This is an optimization exercise on Yosys and OpenROAD, whose aim is small area, a short achievable clock period and few clock cycles, not a production implementation.
The RTL was checked by simulation tests, not by an equivalence proof against the original design.

<file path="flow/design.v">
module cic_seed (
    input  wire        clk,
    input  wire        rst,           
    input  wire        start,         
    input  wire [31:0] image_size,    
    output reg         ready,
    output reg         done,          
    output wire [31:0] seed,
    output wire [31:0] crc,
    output reg         img_req,
    output reg  [8:0]  img_addr,      
    input  wire        img_gnt,
    input  wire        img_rvalid,
    input  wire [63:0] img_rdata
);
    localparam [8:0] FIRST_WORD = 9'd8;     
    localparam [8:0] LAST_WORD  = 9'd511;   
    reg        req_on;      
    reg [1:0]  outst;       
    reg [31:0] nc;          
    reg        first;       
    reg        s_lo, s8, s9, s10, s11, s12, s14, s15, s18;
    wire [31:0] x  = (~nc | {32{first}}) ^ img_rdata[31:0];
    wire [31:0] dh = img_rdata[63:32];
    wire [31:0] cn;
    wire t0 = x[13] ^ x[3];
    wire t1 = dh[0] ^ x[11];
    wire t2 = dh[7] ^ x[19];
    wire t3 = x[16] ^ x[6];
    wire t4 = x[4] ^ x[9];
    wire t5 = dh[3] ^ x[12];
    wire t6 = dh[22] ^ dh[4];
    wire t7 = dh[2] ^ x[5];
    wire t8 = dh[5] ^ x[8];
    wire t9 = dh[23] ^ x[30];
    wire t10 = dh[24] ^ x[10];
    wire t11 = dh[14] ^ x[7];
    wire t12 = dh[15] ^ t0;
    wire t13 = x[1] ^ x[14];
    wire t14 = x[15] ^ x[2];
    wire t15 = dh[6] ^ x[18];
    wire t16 = dh[29] ^ x[31];
    wire t17 = dh[19] ^ t2;
    wire t18 = dh[13] ^ t1;
    wire t19 = dh[18] ^ dh[25];
    wire t20 = dh[10] ^ dh[26];
    wire t21 = dh[11] ^ dh[27];
    wire t22 = dh[12] ^ dh[28];
    wire t23 = dh[8] ^ x[20];
    wire t24 = dh[9] ^ x[21];
    wire t25 = dh[20] ^ x[25];
    wire t26 = dh[21] ^ x[26];
    wire t27 = dh[31] ^ x[17];
    wire t28 = dh[16] ^ t4;
    wire t29 = dh[17] ^ dh[30];
    wire t30 = x[0] ^ x[23];
    wire t31 = x[24] ^ x[27];
    wire t32 = t6 ^ x[29];
    wire t33 = dh[1] ^ t3;
    wire t34 = t14 ^ t7;
    wire t35 = dh[29] ^ x[22];
    wire t36 = t20 ^ x[7];
    wire t37 = x[12] ^ x[28];
    wire t38 = t29 ^ x[5];
    wire t39 = t24 ^ t5;
    wire t40 = t8 ^ x[22];
    wire t41 = t16 ^ t31;
    wire t42 = dh[30] ^ t27;
    wire t43 = t28 ^ t9;
    wire t44 = dh[1] ^ x[11];
    wire t45 = t21 ^ x[24];
    wire t46 = t11 ^ t13;
    wire t47 = t10 ^ t22;
    wire t48 = dh[4] ^ dh[7];
    wire t49 = dh[10] ^ dh[8];
    wire t50 = dh[24] ^ dh[28];
    wire t51 = dh[11] ^ dh[9];
    wire t52 = dh[25] ^ dh[3];
    wire t53 = dh[15] ^ dh[31];
    wire t54 = dh[18] ^ dh[26];
    wire t55 = dh[19] ^ dh[27];
    wire t56 = t6 ^ x[27];
    wire t57 = dh[17] ^ x[4];
    wire t58 = dh[5] ^ x[17];
    wire t59 = t48 ^ x[31];
    wire t60 = x[18] ^ x[28];
    wire t61 = t19 ^ x[0];
    wire t62 = x[13] ^ x[2];
    wire t63 = dh[13] ^ x[8];
    wire t64 = dh[2] ^ x[16];
    wire t65 = t19 ^ x[25];
    wire t66 = dh[22] ^ x[29];
    wire t67 = x[13] ^ x[15];
    wire t68 = dh[6] ^ t13;
    wire t69 = t23 ^ t60;
    wire t70 = t0 ^ t15;
    wire t71 = dh[25] ^ t35;
    wire t72 = t30 ^ t4;
    wire t73 = t5 ^ t9;
    wire t74 = t8 ^ x[21];
    wire t75 = t25 ^ x[23];
    wire t76 = t15 ^ t38;
    wire t77 = t12 ^ t17;
    wire t78 = dh[23] ^ dh[27];
    wire t79 = dh[0] ^ dh[12];
    wire t80 = dh[2] ^ dh[5];
    wire t81 = dh[16] ^ dh[7];
    wire t82 = x[10] ^ x[17];
    wire t83 = dh[1] ^ x[6];
    wire t84 = dh[4] ^ x[20];
    wire t85 = dh[31] ^ t22;
    wire t86 = x[25] ^ x[3];
    wire t87 = dh[16] ^ t22;
    wire t88 = dh[9] ^ x[26];
    wire t89 = dh[11] ^ x[28];
    wire t90 = dh[24] ^ t29;
    wire t91 = t53 ^ x[26];
    wire t92 = dh[7] ^ x[10];
    wire t93 = t54 ^ x[2];
    wire t94 = dh[14] ^ t55;
    wire t95 = t51 ^ x[14];
    wire t96 = t81 ^ x[24];
    wire t97 = dh[26] ^ x[15];
    wire t98 = dh[28] ^ x[6];
    wire t99 = t21 ^ x[12];
    wire t100 = t19 ^ x[8];
    wire t101 = x[1] ^ x[20];
    wire t102 = t20 ^ x[14];
    wire t103 = x[28] ^ x[30];
    wire t104 = x[11] ^ x[22];
    wire t105 = dh[23] ^ x[9];
    wire t106 = dh[2] ^ t2;
    wire t107 = dh[3] ^ t1;
    wire t108 = t23 ^ t82;
    wire t109 = t10 ^ t44;
    wire t110 = t57 ^ t58;
    wire t111 = t3 ^ t32;
    wire t112 = t7 ^ x[1];
    wire t113 = t13 ^ t36;
    wire t114 = t30 ^ t45;
    wire t115 = dh[21] ^ t3;
    wire t116 = t11 ^ t26;
    wire t117 = t37 ^ t80;
    wire t118 = t16 ^ t26;
    wire t119 = t102 ^ t62;
    wire t120 = t104 ^ t7;
    wire t121 = t66 ^ x[16];
    wire t122 = t25 ^ t9;
    wire t123 = t105 ^ t36;
    wire t124 = t15 ^ t27;
    wire t125 = t34 ^ t59;
    wire t126 = t39 ^ t69;
    wire t127 = t111 ^ t40;
    wire t128 = t17 ^ t71;
    wire t129 = t115 ^ t18;
    wire t130 = t18 ^ t34;
    wire t131 = t116 ^ t41;
    wire t132 = t12 ^ t74;
    wire t133 = t28 ^ t42;
    wire t134 = t64 ^ t75;
    wire t135 = t18 ^ t33;
    wire t136 = t12 ^ t39;
    wire t137 = dh[6] ^ t12;
    wire t138 = t42 ^ t72;
    assign cn[0] = (t43 ^ (t106 ^ t107)) ^ ((t108 ^ t33) ^ (t68 ^ (t56 ^ (x[3] ^ (dh[20] ^ dh[26])))));
    assign cn[1] = (((dh[21] ^ t78) ^ (x[0] ^ x[7])) ^ t125) ^ (t126 ^ (t109 ^ t110));
    assign cn[2] = ((t61 ^ (t49 ^ t50)) ^ t127) ^ ((t112 ^ t39) ^ (t70 ^ (x[19] ^ t1)));
    assign cn[3] = (t128 ^ (t68 ^ t72)) ^ ((t73 ^ (t51 ^ t36)) ^ ((t58 ^ t62) ^ (t83 ^ t84)));
    assign cn[4] = (t125 ^ ((dh[30] ^ (dh[12] ^ dh[20])) ^ t113)) ^ ((t114 ^ t70) ^ (t74 ^ (t10 ^ t23)));
    assign cn[5] = (t129 ^ (t40 ^ t68)) ^ (((t14 ^ t2) ^ (t24 ^ t4)) ^ ((t45 ^ t85) ^ (t86 ^ (dh[8] ^ t52))));
    assign cn[6] = (t130 ^ ((x[27] ^ x[6]) ^ t46)) ^ ((t73 ^ t75) ^ ((t35 ^ t87) ^ (t88 ^ (dh[10] ^ x[19]))));
    assign cn[7] = (t131 ^ (t12 ^ t33)) ^ (((dh[10] ^ t14) ^ (t30 ^ t5)) ^ ((t63 ^ t84) ^ (t89 ^ t90)));
    assign cn[8] = (t132 ^ t133) ^ ((t46 ^ (t79 ^ t31)) ^ ((t32 ^ t64) ^ (t65 ^ t89)));
    assign cn[9] = (t127 ^ t130) ^ ((t17 ^ t69) ^ ((t25 ^ t91) ^ ((x[1] ^ x[27]) ^ (x[3] ^ (dh[12] ^ dh[17])))));
    assign cn[10] = ((t26 ^ t32) ^ (t92 ^ t93)) ^ ((t117 ^ t18) ^ (t46 ^ (x[23] ^ t24)));
    assign cn[11] = ((t66 ^ t94) ^ t137) ^ ((t40 ^ t73) ^ ((t49 ^ t14) ^ (t31 ^ t44)));
    assign cn[12] = (t134 ^ t137) ^ (t43 ^ ((t50 ^ t37) ^ (t59 ^ t95)));
    assign cn[13] = ((t10 ^ t67) ^ (t96 ^ (t49 ^ t52))) ^ (((t79 ^ x[14]) ^ (x[29] ^ x[5])) ^ (t110 ^ t118));
    assign cn[14] = ((t56 ^ t65) ^ (t95 ^ t97)) ^ (t135 ^ ((dh[8] ^ x[30]) ^ t76));
    assign cn[15] = ((t27 ^ t88) ^ ((t20 ^ t78) ^ (x[15] ^ x[31]))) ^ ((t117 ^ t17) ^ (t33 ^ ((dh[12] ^ dh[18]) ^ t11)));
    assign cn[16] = (t43 ^ t77) ^ ((t109 ^ t113) ^ ((t32 ^ t63) ^ (t98 ^ (t21 ^ x[18]))));
    assign cn[17] = (t43 ^ (t34 ^ t47)) ^ (((t11 ^ t16) ^ (t23 ^ t8)) ^ ((t99 ^ (dh[25] ^ x[0])) ^ ((x[11] ^ x[14]) ^ (x[19] ^ (dh[17] ^ dh[20])))));
    assign cn[18] = (t129 ^ t136) ^ ((t47 ^ (t100 ^ t101)) ^ ((t16 ^ t38) ^ (t97 ^ (dh[6] ^ x[9]))));
    assign cn[19] = (t133 ^ t135) ^ ((t119 ^ (t11 ^ t35)) ^ ((t61 ^ t92) ^ ((t55 ^ t6) ^ (x[12] ^ x[21]))));
    assign cn[20] = ((t17 ^ t28) ^ (t40 ^ t76)) ^ (((t11 ^ t3) ^ (t5 ^ t56)) ^ ((t67 ^ (t21 ^ t53)) ^ ((x[20] ^ x[23]) ^ (x[30] ^ (dh[0] ^ dh[28])))));
    assign cn[21] = (t132 ^ (t107 ^ t112)) ^ ((t41 ^ (x[7] ^ t103)) ^ ((t30 ^ t57) ^ (t85 ^ (dh[22] ^ t54))));
    assign cn[22] = ((t108 ^ t120) ^ (t121 ^ t17)) ^ ((t41 ^ ((dh[27] ^ dh[30]) ^ t25)) ^ ((t37 ^ t63) ^ (t93 ^ (x[3] ^ x[30]))));
    assign cn[23] = (t126 ^ t138) ^ ((t122 ^ (t0 ^ t1)) ^ ((t26 ^ t94) ^ (t98 ^ (x[29] ^ x[31]))));
    assign cn[24] = (t136 ^ (t118 ^ t120)) ^ ((t123 ^ t124) ^ ((t23 ^ t3) ^ (t96 ^ (t50 ^ x[29]))));
    assign cn[25] = (t134 ^ (t123 ^ t70)) ^ ((t71 ^ (x[8] ^ t101)) ^ ((t24 ^ t44) ^ (t90 ^ t99)));
    assign cn[26] = (t138 ^ ((x[21] ^ x[22]) ^ t106)) ^ ((t119 ^ t47) ^ ((t100 ^ t26) ^ (t45 ^ t5)));
    assign cn[27] = (t128 ^ (t114 ^ t122)) ^ ((t124 ^ t33) ^ ((t67 ^ t7) ^ (t87 ^ (x[4] ^ (dh[0] ^ dh[13])))));
    assign cn[28] = (t131 ^ t43) ^ ((t18 ^ t47) ^ (t76 ^ (t86 ^ (t6 ^ x[23]))));
    assign cn[29] = ((t91 ^ (dh[23] ^ x[4])) ^ (t18 ^ t41)) ^ ((((dh[14] ^ dh[22]) ^ t10) ^ (t2 ^ t37)) ^ ((t38 ^ t65) ^ (t8 ^ t83)));
    assign cn[30] = (t77 ^ (t42 ^ t46)) ^ (((t10 ^ t103) ^ (t25 ^ t32)) ^ ((t5 ^ t61) ^ ((x[16] ^ x[26]) ^ (x[4] ^ x[5]))));
    assign cn[31] = (t77 ^ ((x[31] ^ x[9]) ^ t121)) ^ ((t34 ^ ((dh[0] ^ dh[1]) ^ t15)) ^ ((t26 ^ t8) ^ ((dh[31] ^ t52) ^ (x[0] ^ x[10]))));
    wire take  = start & ready;
    wire grant = img_req & img_gnt;
    wire fin   = ~ready & ~req_on & (outst == 2'd0);
    wire       req_on_n = take ? (image_size[31:12] != 20'd0)
                               : req_on & ~(grant && img_addr == LAST_WORD);
    wire [1:0] outst_n  = outst + {1'b0, grant} - {1'b0, img_rvalid};
    assign crc  = nc & {32{~first}};
    assign seed = {13'd0, s18, 2'd0, s15, s14, s11, s12, s11, s10, s9, s8,
                   2'd0, {6{s_lo}}};
    always @(posedge clk) begin
        if (rst) begin
            ready   <= 1'b1;
            req_on  <= 1'b0;
            outst   <= 2'd0;
            img_req <= 1'b0;
            done    <= 1'b0;
        end else begin
            done    <= fin;
            ready   <= take ? 1'b0 : (ready | fin);
            req_on  <= req_on_n;
            outst   <= outst_n;
            img_req <= req_on_n & ~outst_n[1];
        end
    end
    wire m0 = ~first & (nc == 32'h6170A4A1);    
    wire m1 = ~first & (nc == 32'h90BB6CB5);    
    wire m2 = ~first & (nc == 32'h0B050EE0);    
    wire m3 = ~first & (nc == 32'h98BC2C86);    
    wire m4 = ~first & (nc == 32'hACC8580A);    
    always @(posedge clk) begin
        if (take)
            img_addr <= FIRST_WORD;
        else if (grant)
            img_addr <= img_addr + 9'd1;
        if (img_rvalid)
            nc <= ~cn;
        if (take)
            first <= 1'b1;
        else if (img_rvalid)
            first <= 1'b0;
        s_lo <= m0 | m1 | m2 | m3 | m4;
        s8   <= m0 | m1 | m3 | m4;
        s9   <= m0 | m1;
        s10  <= m0 | m1 | m4;
        s11  <= m0 | m1 | m2;
        s12  <= m0 | m1 | m2 | m3;
        s14  <= m2;
        s15  <= m3 | m4;
        s18  <= m0;
    end
endmodule
</file>
<file path="flow/flow/run.sh">
#!/bin/bash
# Own flow: the standard layout (standard.sh, unchanged ORFS steps and
# synthesis) with these changes:
#  - ORFS's scripts are copied to ./scripts and ABC's speed script replaced by
#    flow/abc.script (plain delay-oriented mapping without ABC's blanket
#    buffering and upsizing; the placer's repair sizes the critical cells);
#  - three-input XOR/XNOR cells are added to the don't-use list;
#  - the ports get a plain buffer cell;
#  - any extra ORFS variables listed in flow/vars.txt.
# Each tool's output goes to the ORFS logs under orfs/logs; make's own output
# goes to standard_make.log here.
set -euo pipefail
rm -rf scripts
cp -r "$FLOW_HOME/scripts" scripts
cp flow/abc.script scripts/abc_speed.script
PLATFORM_DONT_USE=$(sed -n '/^export DONT_USE_CELLS += /,/^$/p' "$FLOW_HOME/platforms/sky130hd/config.mk" \
    | sed 's/export DONT_USE_CELLS += //; s/\\//g' | tr -s ' \n' ' ')
EXTRA_DONT_USE="sky130_fd_sc_hd__xnor3_1 sky130_fd_sc_hd__xnor3_2 sky130_fd_sc_hd__xnor3_4 sky130_fd_sc_hd__xor3_1 sky130_fd_sc_hd__xor3_2 sky130_fd_sc_hd__xor3_4"
VARS=()
if [[ -f flow/vars.txt ]]; then
    while read -r line; do [[ -n "$line" ]] && VARS+=("$line"); done < flow/vars.txt
fi
bash standard.sh "SCRIPTS_DIR=$PWD/scripts" \
    "DONT_USE_CELLS=$PLATFORM_DONT_USE $EXTRA_DONT_USE" \
    "BUFFER_PORTS_ARGS=-buffer_cell sky130_fd_sc_hd__buf_2" \
    "${VARS[@]}" finish > standard_make.log 2>&1
</file>
<file path="flow/flow/abc.script">
&get -n
&st
&dch
&nf
&put
</file>
<file path="flow/flow/vars.txt">
CORE_UTILIZATION=70
PLACE_DENSITY=0.75
</file>
<file path="flow/standard.sh">
#!/bin/bash
# synth_recipe.tcl (not shown) runs the flow's synth.tcl, then flattens the netlist and writes it again
# the make line also repeats each setting of config.mk as NAME=value (left out here)
make -C /OpenROAD-flow-scripts/flow DESIGN_CONFIG=/design/flow/config.mk WORK_HOME=/design/flow/orfs CLKGATE_MAP_FILE= SYNTH_SCRIPT=/design/flow/synth_recipe.tcl "${@:-finish}"
</file>
<file path="flow/config.mk">
export PLATFORM = sky130hd
export DESIGN_NAME = cic_seed
export DESIGN_NICKNAME = cic_seed
export VERILOG_FILES = /design/flow/design.v
export SDC_FILE = /design/flow/constraint.sdc
export NUM_CORES = 4
export LEC_CHECK = 0
export CAP_MARGIN = 20
export CORE_MARGIN = 2
export CORE_UTILIZATION = 40
export SLEW_MARGIN = 20
</file>
<file path="flow/constraint.sdc">
create_clock -name core_clock -period 5.0 [get_ports {clk}]
set_input_delay 1.0000 -clock core_clock [delete_from_list [all_inputs] [get_ports {clk}]]
set_output_delay 1.0000 -clock core_clock [all_outputs]
set_load 0.01 [all_outputs]
</file>
==> results of run 1 <==
metrics by stage:
stage | util (%) | worst slack [ns]
final | 82.55 | 1.226
after global routing | 82.55 | 1.100
after CTS | 82.55 | 1.318
after detailed placement | 80.65 | 1.333
after global placement | 80.65 | 1.334
after floorplan | - | 1.843
logic make-up (layout without fill, tap and decap cells):
| group | after synthesis | count (layout) | share of synthesized area, % |
|---|---|---|---|
| AOI/OAI and AO/OA | 12 | 12 | 0.9124 |
| xor gates and xnor gates | 486 | 486 | 62.08 |
| adders and majority gates | 4 | 4 | 0.7300 |
| buffers and inverters | 37 | 194 | 3.777 |
| DFF | 57 | 57 | 21.31 |
| other | 1 | 17 | 0.05469 |
| and+or+nand+nor | 128 | 128 | 11.13 |
routing by layer:
layer  part of all wire [%]  routed length, um
met4                    6.7               1526
met3                     11               2573
met5                      0                  0
met2                     47              10610
met1                     35               8045
area by class of cell:
cell class | count | area share [%]
Inverter | 5 | 0.2358
Tap cell | 133 | 2.091
Sequential cell | 57 | 18.36
Timing Repair Buffer | 173 | 11.70
Clock inverter | 2 | 0.1258
Clock buffer | 14 | 2.186
Multi-Input combinational cell | 647 | 65.30
cells in the mapped netlist, drive strengths merged:
master and instances:
a21oi 6, and2 3, and3 5, and4 1
and4b 1, buf 32, clkinv 5, conb 1
dfxtp 25, edfxtp 32, ha 4, nand2 14
nand3 8, nand4 5, nand4b 4, nor2 15
nor2b 36, nor3 6, nor4 10, nor4b 9
nor4bb 3, o21a 1, o21ai 5, or2 3
or3 3, or4 2, xnor2 342, xor2 144
worst max-delay path, stage by stage (launching register included):
cell,delay [ns]
dfxtp_1,0.89
nor2b_1,0.21
xnor2_1,0.66
xor2_1,0.35
xnor2_1,0.79
xnor2_1,0.26
xor2_1,0.21
xnor2_1,0.14
path summary, 6_finish.rpt:
kind                            depth (start not counted)  startpoint     end
worst max-delay path                                    7       first  nc[19]
worst min-delay path                                    2      req_on  req_on
worst max register to register                          7       first  nc[19]
worst min register to register                          2      req_on  req_on
==> impl_results.md, run 1 <==
- Share of layout cells above drive strength 1: 20.71%
- Startpoint Class: flip-flop
- Clk root buf: clkbuf_8
- Worst slew pin tran: 1.032 ns
- Synth Area per Inst: 9.457 um^2
- Post CTS Setup Buffer Count: 0
- Die ar.: 10600 um^2
- Vias in the first global route: 5665
- Final Hold Fails: 0
- Initial drt markers: 534
- Synth area leaders: xnor2_1, xor2_1, edfxtp_1, dfxtp_1, buf_4
- Area occupied by multi-input gates: 5196 um^2
- Initial antenna violation count: 0
- Setup crit end kind: flip-flop
- # rows: 36
- WP data required: 5.10 ns
- Top Usage Layer GRT: met2
- Crit path arrival time: 3.87 ns
- Biggest regs: nc: 32 flops, img_addr: 9 flops, outst: 2 flops
- Gr ovfl total: 0
- Ys Warns: 1
- DP HPWL: 18690 um
- Minimum clock period: 3.774 ns
- CTS H-tree depth: 3
- Synth area leader: xnor2_1
- CP Class: flip-flop to flip-flop
- Non-filler cells, final: 1031
- Largest net degree at the start of global routing: 35
- TritonCTS clock tree: built
- Final instance area: 7958 um^2
- # clock sinks: 57
- Final GP Congestion: 1.037
- Max frequency: 265.0 MHz
- Final period util: 75.48%
- Clock Skews: 0.004935 ns
- Met1 track demand over resource: 49.56%
- Seq cells post-synth: 57
- Met3 GRT Util: 8.746%
- Drt pass-1 iters: 7
- Hold WS: 0.4872 ns
- Mapped Cells: 725
- Port bufs: 147
- CP max FO: 25
- Largest register by flop count: nc
- Layout Nets: 998
- Filler instances: 633
- Hold Buf Count CTS: 0
- Max cap viols: 0
- Placed Instances: 1015
- Die Ht: 103.0 um
- Max Slew Vio Count: 0
- Post-synth cell types: 28
- Number of placed I/O pins: 177
- Vias: 5829
- Status: timing/DRC/antenna clean
- Share of the synthesized area in the top cell type: 43.69%
- Routed wire length: 22750 um
- Core area: 9639 um^2
- Die extent in x: 103.0 um
- Starting Density: 71.13%
- Post-route DRC violation count: 0
- Number of antenna diodes: 0
- Setup TNS Final: 0 ns
- Commonest non-fill, non-tap cells in the layout: xnor2_1, buf_2, xor2_1
- Clock buffer depth: 2
- Via density: 5.654
- Placed Area: 7774 um^2
- CTS Buf Count: 9
- Met2 track demand over resource: 73.03%
- Gr usage total: 42.94%
- Normalized max-slew margin: 30.68%
- Final setup fails: 0
- Mapped cell area: 6857 um^2
- Routed Antenna Nets: 0
- Reg clk slew, reported paths: 0.06 ns
- First-pass GRT wire length: 32420 um
- Hold crit path type: flip-flop to flip-flop
- Worst-Skew Late Latency: 0.35 ns
- RSZ-0062 raised after global routing: no
- DR WL/cell: 22.07 um
- Sequential fraction of the synthesis area: 21.31%
- Commonest non-fill, non-tap cell in the layout: xnor2_1
- FF/Latch Area: 1461 um^2
- CTS resizes: 0
- R2R Setup Slk: 1.23 ns
- Layout area overhead: 16.06%
- Max reg flops: 32
Testbench counts, summed over its fixed seeds: cycles 32,456.
==> run 2: changes to the inputs <==
==> flow/flow/vars.txt (replaced) <==
CORE_UTILIZATION=70
PLACE_DENSITY=0.75
SETUP_SLACK_MARGIN=2.8
==> run 2 against run 1 <==
Compared with the run above:
- the flow now stops in clock tree synthesis (4_1_cts)
- area after synthesis unchanged
- synthesized cell count stayed put
==> impl_results.md, run 2 <==
- Status: did not finish (was timing/DRC/antenna clean)
- Exit stage: clock tree synthesis (4_1_cts)
- Stop err: [ERROR DPL-0038] Utilization greater than 100%, impossible to legalize
- Mapped cell area: 6857 um^2 (unchanged)
- CTS H-tree depth: 3 (unchanged)
- Port bufs: 147 (unchanged)
- # clock sinks: 57 (unchanged)
- Synth Area in Compound Gates: 0.9124% (unchanged)
- CTS Buf Count: 9 (unchanged)
- Mapped Cells: 725 (unchanged)
- Ys Warns: 1 (unchanged)
- CTS resizes: 334 (was 0)
- Main combinational cell family by area after synthesis: XOR/XNOR gates (unchanged)
- EDFF count, synth: 32 (unchanged)
- Die extent in x: 103.0 um (unchanged)
- Starting Density: 71.13% (unchanged)
- Share of the synthesized area in the top cell type: 43.69% (unchanged)
- Hold Buf Count CTS: 0 (unchanged)
- Post-synth cell types: 28 (unchanged)
- Die Ht: 103.0 um (unchanged)
- Clock buffer depth: 2 (unchanged)
- Main synth FF type: edfxtp_1 (unchanged)
- DP HPWL: 20430 um (was 18690 um)
- Final GP Congestion: 1.101 (was 1.037)
- FFs w/ async S/R, synth: 0% (unchanged)
- Area share of fa/ha/maj cells after synthesis: 0.7299% (unchanged)
- Sequential fraction of the synthesis area: 21.31% (unchanged)
- Post-synthesis simple-gate area fraction: 11.13% (unchanged)
- Clk root buf: clkbuf_8 (unchanged)
- Number of placed I/O pins: 177 (unchanged)
- Most numerous cell in the Yosys netlist: xnor2_1 (unchanged)
- Multiplexer area fraction after synthesis: 0% (unchanged)
- Placed Area: 8781 um^2 (was 7774 um^2)
- Post CTS Setup Buffer Count: 113 (was 0)
- Synth area leader: xnor2_1 (unchanged)
- Seq cells post-synth: 57 (unchanged)
- Top post-synthesis cells by count: xnor2_1, xor2_1, nor2b_1, buf_4, edfxtp_1 (unchanged)
- XOR/XNOR Fraction of Synth Area: 62.08% (unchanged)
- # rows: 36 (unchanged)
- Synth area leaders: xnor2_1, xor2_1, edfxtp_1, dfxtp_1, buf_4 (unchanged)
- Synth Area per Inst: 9.457 um^2 (unchanged)
-- run 2: cell counts after synthesis --
No cell type changed its count.
-- run 2: cells by family after synthesis --
| family | Yosys count |
|---|---|
| compound gates | 12 |
| xor+xnor | 486 |
| fa+ha+maj | 4 |
| buf+inv | 37 |
| flops | 57 |
| other cells | 1 |
| simple gates | 128 |
-- run 2: worst min path at each step --
stage | from | end | slack [ns] | depth (start not counted)
detailed placement | req_on | req_on | 0.48 | 2
global placement | req_on | req_on | 0.46 | 2
floorplan | req_on | req_on | 0.44 | 2
-- run 2: per-stage QoR --
stage	worst slack, ns	instances	utilization, %	hold slack (ns)
floorplan	2.382	741	-	0.4446
global placement	1.892	989	91.10	0.4642
detailed placement	1.749	989	91.10	0.4805
==> run 3: changes to the inputs <==
==> flow/flow/vars.txt (replaced) <==
CORE_UTILIZATION=70
PLACE_DENSITY=0.75
SETUP_SLACK_MARGIN=2.4
==> run 3 against run 2 <==
Compared with the run above:
- the run again fails in clock tree synthesis (4_1_cts)
- area after synthesis is the same
- synthesized cell count stayed put
==> impl_results.md, run 3 <==
- Number of placed I/O pins: 177 (unchanged)
- Synth Area per Inst: 9.457 um^2 (unchanged)
- Mapped cell area: 6857 um^2 (unchanged)
- CTS H-tree depth: 3 (unchanged)
- Top post-synthesis cells by count: xnor2_1, xor2_1, nor2b_1, buf_4, edfxtp_1 (unchanged)
- # clock sinks: 57 (unchanged)
- Clk root buf: clkbuf_8 (unchanged)
- Post CTS Setup Buffer Count: 50 (was 113)
- Dpl ws: 1.624 ns (was 1.749 ns)
- Port bufs: 147 (unchanged)
- EDFF count, synth: 32 (unchanged)
- Final GP Congestion: 1.087 (was 1.101)
- Placed Area: 8173 um^2 (was 8781 um^2)
- DP HPWL: 18920 um (was 20430 um)
- # rows: 36 (unchanged)
- Starting Density: 71.13% (unchanged)
- Status: did not finish (unchanged)
- Share of the synthesized area in the top cell type: 43.69% (unchanged)
- Ys Warns: 1 (unchanged)
- Synth area leader: xnor2_1 (unchanged)
- Main synth FF type: edfxtp_1 (unchanged)
- Mapped Cells: 725 (unchanged)
- CTS Buf Count: 9 (unchanged)
- Die Ht: 103.0 um (unchanged)
- Clock buffer depth: 2 (unchanged)
- Stop err: [ERROR DPL-0033] detailed placement checks failed during check placement. (was [ERROR DPL-0038] Utilization greater than 100%, impossible to legalize)
- Placed Instances: 990 (was 989)
- Post-synth cell types: 28 (unchanged)
- CTS resizes: 86 (was 334)
- FFs w/ async S/R, synth: 0% (unchanged)
- Exit stage: clock tree synthesis (4_1_cts) (unchanged)
- Seq cells post-synth: 57 (unchanged)
- Hold Buf Count CTS: 0 (unchanged)
- Die extent in x: 103.0 um (unchanged)
- Synth area leaders: xnor2_1, xor2_1, edfxtp_1, dfxtp_1, buf_4 (unchanged)
- Most numerous cell in the Yosys netlist: xnor2_1 (unchanged)
- Sequential fraction of the synthesis area: 21.31% (unchanged)
-- run 3: cell counts after synthesis --
No cell type changed its count.
-- run 3: kinds of logic after synthesis --
group | after synthesis | synth area share [%]
xor+xnor | 486 | 62.08
simple gates | 128 | 11.13
flops | 57 | 21.31
buf+inv | 37 | 3.777
compound gates | 12 | 0.9124
fa+ha+maj | 4 | 0.7300
other cells | 1 | 0.05469
-- run 3: per-stage QoR --
stage                     util (%)
after floorplan                  -
after detailed placement     84.79
after global placement       84.79
-- run 3: how the worst min path moves through the flow --
stage	startpoint	end	slack (ns)	depth (start not counted)
after global placement	req_on	req_on	0.47	2
after detailed placement	img_addr[0]	img_addr[0]	0.49	1
after floorplan	req_on	req_on	0.44	2
==> run 4: changes to the inputs <==
==> flow/flow/vars.txt (replaced) <==
CORE_UTILIZATION=70
PLACE_DENSITY=0.75
SETUP_SLACK_MARGIN=2.0
==> run 4 against run 3 <==
Compared with the run above:
- synthesized cell count stayed put
- now clean on timing, DRC and antenna
- area after synthesis unchanged
==> impl_results.md, run 4 <==
- Final setup fails: 0
- Most numerous cell in the Yosys netlist: xnor2_1 (unchanged)
- Non-filler cells, final: 1032
- Number of placed I/O pins: 177 (unchanged)
- Post-route DRC violation count: 0
- Post-synth cell types: 28 (unchanged)
- Top post-synthesis cells by count: xnor2_1, xor2_1, nor2b_1, buf_4, edfxtp_1 (unchanged)
- Reg clk slew, reported paths: 0.06 ns
- Final period util: 59.40%
- Synth area leader: xnor2_1 (unchanged)
- Final instance area: 8254 um^2
- Status: timing/DRC/antenna clean (was did not finish)
- CP top delay family: XOR/XNOR gates
- Number of antenna diodes: 0
- WP data required: 5.08 ns
- Die ar.: 10600 um^2
- Max reg flops: 32
- Largest register by flop count: nc
- Initial drt markers: 542
- CP max FO: 4
- CTS Buf Count: 9 (unchanged)
- Die extent in x: 103.0 um (unchanged)
- Gr usage total: 43.43%
- Seq cells post-synth: 57 (unchanged)
- Drt pass-1 iters: 7
- FF/Latch Area: 1465 um^2
- RSZ-0062 raised after global routing: yes
- # clock sinks: 57 (unchanged)
- Routed Antenna Nets: 0
- Share of the synthesized area in the top cell type: 43.69% (unchanged)
- Mapped Cells: 725 (unchanged)
- # rows: 36 (unchanged)
- Clock buffer depth: 2 (unchanged)
- Commonest non-fill, non-tap cell in the layout: xnor2_1
- CTS H-tree depth: 3 (unchanged)
- Layout Nets: 999
- Core area: 9639 um^2
- Synth Area in Compound Gates: 0.9124% (unchanged)
- Slowest stage delay, CP: 0.48 ns
- Minimum clock period: 2.970 ns
- Hold Buf Count CTS: 0 (unchanged)
- Ys Warns: 1 (unchanged)
- Share of layout cells above drive strength 1: 25.03%
- Initial antenna violation count: 0
- XOR/XNOR Fraction of Synth Area: 62.08% (unchanged)
- Worst-Skew Late Latency: 0.34 ns
- Die Ht: 103.0 um (unchanged)
- Startpoint Class: primary input
- EDFF count, synth: 32 (unchanged)
- Main synth FF type: edfxtp_1 (unchanged)
- FFs w/ async S/R, synth: 0% (unchanged)
- Synth area leaders: xnor2_1, xor2_1, edfxtp_1, dfxtp_1, buf_4 (unchanged)
- Area occupied by multi-input gates: 5466 um^2
- Vias: 5954
- Synth Area per Inst: 9.457 um^2 (unchanged)
- Main combinational cell family by area after synthesis: XOR/XNOR gates (unchanged)
- Largest net degree at the start of global routing: 35
- Worst Path Buf+Inv: 1
- Vias in the first global route: 5953
- Placed Instances: 1008 (was 990)
- Commonest non-fill, non-tap cells in the layout: xnor2_1, buf_2, xor2_1
- Max Slew Vio Count: 0
- DP HPWL: 18350 um (was 18920 um)
- Placed Area: 7737 um^2 (was 8173 um^2)
- Multiplexer area fraction after synthesis: 0% (unchanged)
- Sequential fraction of the synthesis area: 21.31% (unchanged)
- Clk root buf: clkbuf_8 (unchanged)
- R2R Setup Slk: 2.03 ns
- Port bufs: 147 (unchanged)
- Crit path arrival time: 3.05 ns
- Layout area overhead: 20.38%
- Area share of fa/ha/maj cells after synthesis: 0.7299% (unchanged)
- Post-synthesis simple-gate area fraction: 11.13% (unchanged)
- Worst path most repeated cell: xor2_1
- Via density: 5.769
- Post-layout util: 85.63%
- Filler instances: 580
- Routed wire length: 23230 um
- First-pass GRT wire length: 32830 um
- Gr ovfl total: 0
- Setup TNS Final: 0 ns
- Biggest regs: nc: 32 flops, img_addr: 9 flops, outst: 2 flops
- Hold crit path type: flip-flop to flip-flop
- Final GP Congestion: 1.080 (was 1.087)
- Max cap viols: 0
- DR WL/cell: 22.51 um
- Crit-path cells: buf_2 > xnor2_2 > xor2_1 > xor2_2 > xor2_1 > xor2_1 > xnor2_1
- Starting Density: 71.13% (unchanged)
- Normalized max-slew margin: 49.60%
- TritonCTS clock tree: built
- Worst slew pin tran: 0.7560 ns
- CP max stage cell: xor2_1
- Mapped cell area: 6857 um^2 (unchanged)
- Max frequency: 336.7 MHz
- Clock Skews: 0.005900 ns
- Final Hold Fails: 0
- Setup crit end kind: flip-flop
- CP Class: primary input to flip-flop
==> run 4: cell counts after synthesis <==
No cell type changed its count.
==> run 4: path summary, 6_finish.rpt <==
path                            cells after the start         start  endpoint
worst max-delay path                                7  img_rdata[9]    nc[19]
worst min-delay path                                2        req_on    req_on
worst max register to register                      7         first    nc[19]
worst min register to register                      2        req_on    req_on
==> run 4: cell families (layout without fill, tap and decap cells) <==
| group | after synthesis | in the layout |
|---|---|---|
| flip-flops | 57 | 57 |
| adder cells (fa/ha/maj) | 4 | 4 |
| AND/OR/NAND/NOR | 128 | 128 |
| XOR/XNOR | 486 | 486 |
| AO/OA/AOI/OAI | 12 | 12 |
| other | 1 | 17 |
| buffers and inverters | 37 | 195 |
==> run 4: layer usage <==
layer	up-vias	part of all wire, %	track usage (%)
li1	2613	-	-
met1	2774	35	49.20
met2	441	48	74.08
met3	126	10	8.949
met4	0	6.8	28.14
met5	-	0	0
==> run 4: per-stage QoR <==
| step | hold slack [ns] | worst slack, ns |
|---|---|---|
| finish | 0.4994 | 2.030 |
| global route | 0.5187 | 1.980 |
| CTS | 0.4897 | 2.005 |
| detailed placement | 0.4836 | 1.302 |
| global placement | 0.4667 | 1.350 |
| floorplan | 0.4446 | 2.006 |
==> run 4: layout make-up <==
| class | instances | area share [%] |
|---|---|---|
| multi-input combinational | 647 | 66.23 |
| sequential | 57 | 17.75 |
| timing repair buffer | 174 | 11.37 |
| tap | 133 | 2.016 |
| clock buffer | 13 | 1.925 |
| clock inverter | 3 | 0.4851 |
| inverter | 5 | 0.2274 |
==> run 4: worst reg2reg max path: stages, from the launching register on <==
cell and delay (ns):
dfxtp_4 0.56, nor2b_1 0.21, xnor2_2 0.46, xor2_1 0.48, xor2_2 0.33, xor2_1 0.33, xor2_1 0.23, xnor2_1 0.11
==> run 4: what timing repair did <==
item,CTS,global route
setup buffers,5,3
pin swaps,1,1
setup endpoints to repair,32,27
gates resized for setup,20,15

[static timing again, ports no longer ideal]
How much do the figures lean on ideal ports? The routed layouts below were timed once more, with nothing changed but the port constraints.
Step 1 sets driving cells, clkbuf_16 on the clock port and buf_2 on the other inputs (assumed; they add their load-dependent delay and slew).
Step 2 moves the port delays by t, midway between the first and last clock arrival at a register: inputs arrive t later, outputs are due t later. That takes back most of the time a late clock gives input paths.
a / b / c = no drivers / after step 1 / after step 2; a / b = the first two.
run	t (ns)	setup slack, ns	clock arrival spread, ns
run 1	0.378	1.226 / 1.226 / 1.226	0.005 / 0.004
run 4	0.366	2.030 / 2.026 / 1.660	0.005 / 0.006
After both steps setup and hold are still met in every run listed. For run 4, which loses most, drivers alone change the setup slack by -0.004 ns; drivers and shift together by -0.370 ns.
